Source: an optimization exercise on an open RTL-to-GDS flow (aim: small area, a short achievable clock period and few clock cycles per item). Production flows keep margins and buffers that such runs may drop.
RTL that was checked went through simulation tests only; none was proved equivalent to the original.
Power figures rest on the tool's default switching activity, not on a simulated workload.

sierra:
// wkcore
module wkcore (
  input  wire        clk,
  input  wire        rst,
  input  wire        start,
  input  wire        ack,
  input  wire [31:0] page_words,
  input  wire [31:0] dst_cap_words,
  output wire        busy,
  output wire        done,
  output wire [1:0]  err,
  output wire [31:0] length,
  output wire [9:0]  pg_addr,
  output wire        pg_re,
  input  wire [31:0] pg_rdata,
  output reg  [10:0] dst_addr,
  output reg  [31:0] dst_wdata,
  output reg         dst_we
);
  reg        busy_r, done_r;
  reg [1:0]  err_r;
  reg [10:0] len_r;
  assign busy   = busy_r;
  assign done   = done_r;
  assign err    = err_r;
  assign length = {21'd0, len_r};
  reg pw_lo, pw_hi, cap_hi, cap_lo;
  always @(posedge clk) begin
    pw_lo  <= (page_words[15:0] == 16'd1024);
    pw_hi  <= (page_words[31:16] == 16'd0);
    cap_hi <= |dst_cap_words[31:11];
    cap_lo <= (dst_cap_words[10:0] >= 11'd1562);
  end
  wire pw_ok  = pw_lo & pw_hi;
  wire cap_ok = cap_hi | cap_lo;
  wire accept = start & ~busy_r;
  reg  c1;                        
  wire bad    = c1 & ~(pw_ok & cap_ok);
  reg        rd_on;
  reg [10:0] rd_cnt;
  assign pg_re   = rd_on;
  assign pg_addr = rd_cnt[9:0];
  reg        rdv, va, vb, vc;
  reg [31:0] w_a, w_b, w_c;
  reg [3:0]  s_b, s_c;
  reg [15:0] oh_b;
  reg        z_b, z_c, nzv_b;
  wire [3:0] s_a;
  wk_hash_rom u_rom (.key(w_a[17:10]), .slot(s_a));
  always @(posedge clk) begin
    w_a  <= pg_rdata;
    w_b  <= w_a;
    s_b  <= s_a;
    oh_b <= 16'd1 << s_a;
    z_b  <= (w_a == 32'd0);
    nzv_b <= va & (w_a != 32'd0);
    w_c  <= w_b;
    s_c  <= s_b;
    z_c  <= z_b;
  end
  reg  [10:0] ci;                 
  reg         fin;                
  wire        p2   = ci[10];
  wire        last = (ci[9:0] == 10'd1023);
  wire eq_hi, eq_lo;
  reg  dinit;
  always @(posedge clk)
    dinit <= accept | (vc & ~p2 & (ci[9:0] == 10'd1021));
  wk_dict u_dict (
    .clk   (clk),
    .init  (dinit),
    .upd   (nzv_b),
  ...
==> flow/config.mk <==
export PLATFORM = sky130hd
export DESIGN_NAME = wkcore
export DESIGN_NICKNAME = wkcore
export VERILOG_FILES = /design/flow/design.v
export SDC_FILE = /design/flow/constraint.sdc
export NUM_CORES = 4
export LEC_CHECK = 0
export CAP_MARGIN = 20
export CORE_MARGIN = 2
export CORE_UTILIZATION = 65
export SLEW_MARGIN = 20
export TNS_END_PERCENT = 30
==> flow/constraint.sdc <==
create_clock -name core_clock -period 11.0 [get_ports {clk}]
set_input_delay 2.2000 -clock core_clock [delete_from_list [all_inputs] [get_ports {clk}]]
set_output_delay 2.2000 -clock core_clock [all_outputs]
set_load 0.01 [all_outputs]
standard.sh (not shown) runs the stock make flow with config.mk's settings and CLKGATE_MAP_FILE= SYNTH_SCRIPT=/design/flow/synth_recipe.tcl, a recipe that flattens the netlist after the stock synthesis.
==> flow/flow/run.sh <==
#!/bin/bash
# Layout flow: the standard flow (standard.sh), with changes in how
# the layout is made:
#  - the port buffers are buf_2 cells instead of the cell buffer_ports picks;
#  - timing repair after CTS and global routing aims for more setup slack;
#  - clock tree synthesis uses clusters of up to 25 sinks and no dummy loads.
# The constraints (constraint.sdc, clock period) are used unchanged.
set -o pipefail
bash standard.sh \
  "BUFFER_PORTS_ARGS=-buffer_cell sky130_fd_sc_hd__buf_2" \
  SETUP_SLACK_MARGIN=7.7 \
  "CTS_ARGS=-sink_clustering_enable -repair_clock_nets -dont_use_dummy_load -sink_clustering_size 25 -sink_clustering_max_diameter 80" \
  finish > standard.log 2>&1
Testbench counts of sierra, summed over its fixed seeds: cycles 65,908, items 32.
> inputs changed (sierra -> quartz)
- CORE_UTILIZATION: 65 -> 70
- TNS_END_PERCENT: 30 -> unset
### Flow results
- Cell at the slowest stage of the critical path: sky130_fd_sc_hd__dfxtp_2 -> quartz, sky130_fd_sc_hd__dfxtp_1 -> sierra
- Relative to sierra, final worst hold slack has gone up in quartz.
- Fraction of power consumed by combinational cells up 0.2 points in quartz wrt sierra
- Lower sum of internal, switching and leakage power among quartz and sierra: sierra
- Compared with sierra, in quartz routed wire length lost 1.6%, power per cell area neither gained nor lost much, critical path's largest stage delay neither gained nor lost much.
- quartz vs. sierra: combined area of the multi-input logic cells went up by about 0.6%.
Here is what was changed in the inputs of harbor compared with quartz.
- swapping 70 for 65 in CORE_UTILIZATION
--- a/flow/flow/run.sh
+++ b/flow/flow/run.sh
@@ -9,5 +9,5 @@
 bash standard.sh \
   "BUFFER_PORTS_ARGS=-buffer_cell sky130_fd_sc_hd__buf_2" \
-  SETUP_SLACK_MARGIN=7.7 \
+  SETUP_SLACK_MARGIN=7.75 \
   "CTS_ARGS=-sink_clustering_enable -repair_clock_nets -dont_use_dummy_load -sink_clustering_size 25 -sink_clustering_max_diameter 80" \
   finish > standard.log 2>&1
Notes after the runs:
- Diff quartz -> harbor | die area | up by a little under 10%
- Number of antenna violations at the first check in global routing for harbor: 2 down relative to quartz
- The switching part of the total power of quartz and that of harbor are within noise of each other.
- Against quartz, harbor comes in 1.7 points lower on global-route usage over all layers.
- harbor: cell area after layout about 1.1% above quartz
- Higher ratio of routed vias to standard cells among quartz and harbor: quartz
- Between quartz and harbor, the difference in total power after layout is negligible.
> inputs changed (harbor -> willow)
--- a/flow/flow/run.sh
+++ b/flow/flow/run.sh
@@ -9,5 +9,5 @@
 bash standard.sh \
   "BUFFER_PORTS_ARGS=-buffer_cell sky130_fd_sc_hd__buf_2" \
-  SETUP_SLACK_MARGIN=7.75 \
-  "CTS_ARGS=-sink_clustering_enable -repair_clock_nets -dont_use_dummy_load -sink_clustering_size 25 -sink_clustering_max_diameter 80" \
+  SETUP_SLACK_MARGIN=7.7 \
+  "CTS_ARGS=-sink_clustering_enable -repair_clock_nets -dont_use_dummy_load -sink_clustering_size 25 -sink_clustering_max_diameter 80 -num_static_layers 1" \
   finish > standard.log 2>&1
Findings:
Worst slack on hold paths delta (willow -> harbor): insignificant. Wire length of willow falls short of that of harbor slightly. Die boundary height: willow vs harbor identical. harbor completed; timing, DRC and antenna clean. willow ran to completion and came out clean on the timing, DRC and antenna checks. willow and harbor ended up with roughly the same share of the clock period used by the worst path after layout. Compared willow against harbor; total track usage within noise.

---

wkcore, a different RTL version from the one above (not shown whole).
Size: about 2600 cells after synthesis, roughly 190 I/O pins, about 35000 um2 of cells after synthesis.
Design wkcore, start of the top module:
module wkcore (
  input  wire        clk,
  input  wire        rst,
  input  wire        start,
  input  wire        ack,
  input  wire [31:0] page_words,
  input  wire [31:0] dst_cap_words,
  output wire        busy,
  output wire        done,
  output wire [1:0]  err,
  output wire [31:0] length,
  output wire [9:0]  pg_addr,
  output wire        pg_re,
  input  wire [31:0] pg_rdata,
  output reg  [10:0] dst_addr,
  output reg  [31:0] dst_wdata,
  output reg         dst_we
);
==> flow/config.mk <==
export PLATFORM = sky130hd
export DESIGN_NAME = wkcore
export DESIGN_NICKNAME = wkcore
export VERILOG_FILES = /design/flow/design.v
export SDC_FILE = /design/flow/constraint.sdc
export NUM_CORES = 4
export LEC_CHECK = 0
export CAP_MARGIN = 20
export CORE_MARGIN = 2
export CORE_UTILIZATION = 40
export SLEW_MARGIN = 20
==> flow/constraint.sdc <==
create_clock -name core_clock -period 11.0 [get_ports {clk}]
set_input_delay 2.2000 -clock core_clock [delete_from_list [all_inputs] [get_ports {clk}]]
set_output_delay 2.2000 -clock core_clock [all_outputs]
set_load 0.01 [all_outputs]
==> flow/flow/run.sh <==
#!/bin/bash
# Layout flow: the standard flow (standard.sh), with two changes in how
# the layout is made:
#  - the port buffers are buf_4 cells instead of the cell buffer_ports picks;
#  - timing repair after CTS and global routing aims for more setup slack.
# The constraints (constraint.sdc, clock period) are used unchanged.
set -o pipefail
bash standard.sh \
  "BUFFER_PORTS_ARGS=-buffer_cell sky130_fd_sc_hd__buf_4" \
  SETUP_SLACK_MARGIN=8.5 \
  finish > standard.log 2>&1
The starting point produced a clean layout.
Edit:
--- a/flow/flow/run.sh
+++ b/flow/flow/run.sh
@@ -9,3 +9,3 @@
   "BUFFER_PORTS_ARGS=-buffer_cell sky130_fd_sc_hd__buf_4" \
-  SETUP_SLACK_MARGIN=8.5 \
+  SETUP_SLACK_MARGIN=8.0 \
   finish > standard.log 2>&1
CORE_UTILIZATION = 65   (was 40)
What happened:
- sequential share of layout area came out higher by 3.8 points
- global-route usage came out higher by 11 points
- hold slack degrades by 0.0045 ns
- total power came out lower by 4.0%
No functional check of the RTL was part of any run of this note.

---

Another version of the RTL of wkcore (not shown whole).
For scale: ~2200 cells after synthesis, roughly 830 flip-flops, roughly 0.031 mm^2 of cells after synthesis.
clock: 11.0 ns
lec_check: 0
cap_margin: 20
core_margin: 2
core_utilization: 65
slew_margin: 20
==> flow/flow/run.sh <==
#!/bin/bash
# Layout flow: the standard flow (standard.sh), with changes in how
# the layout is made:
#  - the port buffers are buf_2 cells instead of the cell buffer_ports picks;
#  - timing repair after CTS and global routing aims for more setup slack;
#  - clock tree synthesis uses clusters of up to 25 sinks and no dummy loads.
# The constraints (constraint.sdc, clock period) are used unchanged.
set -o pipefail
bash standard.sh \
  "BUFFER_PORTS_ARGS=-buffer_cell sky130_fd_sc_hd__buf_2" \
  SETUP_SLACK_MARGIN=7.8 \
  "CTS_ARGS=-sink_clustering_enable -repair_clock_nets -dont_use_dummy_load -sink_clustering_size 20 -sink_clustering_max_diameter 50" \
  finish > standard.log 2>&1
Testbench counts at the start, summed over its fixed seeds: cycles 65,908, items 32.
Rerun with:
--- a/flow/flow/run.sh
+++ b/flow/flow/run.sh
@@ -12 +12 @@
-  "CTS_ARGS=-sink_clustering_enable -repair_clock_nets -dont_use_dummy_load -sink_clustering_size 20 -sink_clustering_max_diameter 50" \
+  "CTS_ARGS=-sink_clustering_enable -repair_clock_nets -dont_use_dummy_load -sink_clustering_size 16 -sink_clustering_max_diameter 60" \
=> The changed run finished clean. Sequential cell count is unchanged. Clock power came out higher by a few percent. Register-to-register slack is better by 0.04 ns. Worst hold slack barely changes. Combinational power stays flat. Non-clock buffer count came out lower by 2. Final cell count barely changes. Wire length came out higher slightly. Fmax came out lower slightly.
Rerun with:
--- a/flow/flow/run.sh
+++ b/flow/flow/run.sh
@@ -12 +12 @@
-  "CTS_ARGS=-sink_clustering_enable -repair_clock_nets -dont_use_dummy_load -sink_clustering_size 16 -sink_clustering_max_diameter 60" \
+  "CTS_ARGS=-sink_clustering_enable -repair_clock_nets -dont_use_dummy_load -sink_clustering_size 25 -sink_clustering_max_diameter 80" \
Outcome:
- cell count drops slightly
- design area fell slightly
- die area does not change
- power is lower by a few percent
Rerun with:
--- a/flow/flow/run.sh
+++ b/flow/flow/run.sh
@@ -11 +11 @@
-  SETUP_SLACK_MARGIN=7.8 \
+  SETUP_SLACK_MARGIN=7.7 \
- CORE_UTILIZATION: 65 -> 70
The changed run completed without violations.
Wire length rose slightly.
Clock-buffer cell count stays the same.
Register-to-register slack gets worse by 0.09 ns.
Fmax fell slightly.
Final area fell slightly.
Die area fell by a little under a tenth.
Power is about the same.
First-iteration DRC count rose by a little under a tenth.
Combinational power rose slightly.
Area after synthesis is unchanged.
Non-clock buffer count does not change.

what the ideal ports hide:
In the flow no input, the clock included, has a driving cell. The finished layouts below were timed again as built, in two steps.
Step 1: set_driving_cell puts a clkbuf_16 on clk and a buf_2 on each other input, an assumption about the parent block.
Step 2 moves the port delays by t, midway between the first and last clock arrival at a register: inputs arrive t later, outputs are due t later. That takes back most of the time a late clock gives input paths.
Three values: no drivers, after step 1, after step 2; two values: the first two.
| run | t, ns | setup WS [ns] | hold WS [ns] |
|---|---|---|---|
| sierra | 0.639 | 7.684 / 7.627 / 7.602 | 0.315 / 0.315 / 0.315 |
| quartz | 0.623 | 7.740 / 7.681 / 7.561 | 0.334 / 0.334 / 0.334 |
| harbor | 0.639 | 7.739 / 7.681 / 7.604 | 0.316 / 0.316 / 0.316 |
| willow | 0.641 | 7.732 / 7.671 / 7.601 | 0.319 / 0.319 / 0.319 |
| the first run of note 2 | 0.707 | 7.670 / 7.608 / 7.588 | 0.331 / 0.331 / 0.331 |
| the second run of note 2 | 0.693 | 7.692 / 7.630 / 7.569 | 0.327 / 0.327 / 0.327 |
| the first run of note 3 | 0.650 | 7.744 / 7.685 / 7.609 | 0.329 / 0.329 / 0.329 |
| the second run of note 3 | 0.667 | 7.730 / 7.672 / 7.602 | 0.329 / 0.329 / 0.329 |
| the third run of note 3 | 0.629 | 7.739 / 7.680 / 7.628 | 0.297 / 0.297 / 0.297 |
| the fourth run of note 3 | 0.628 | 7.727 / 7.668 / 7.593 | 0.335 / 0.335 / 0.335 |
After both steps setup and hold are still met in every run listed. For quartz, which loses most, drivers alone change the setup slack by -0.059 ns; drivers and shift together by -0.179 ns.
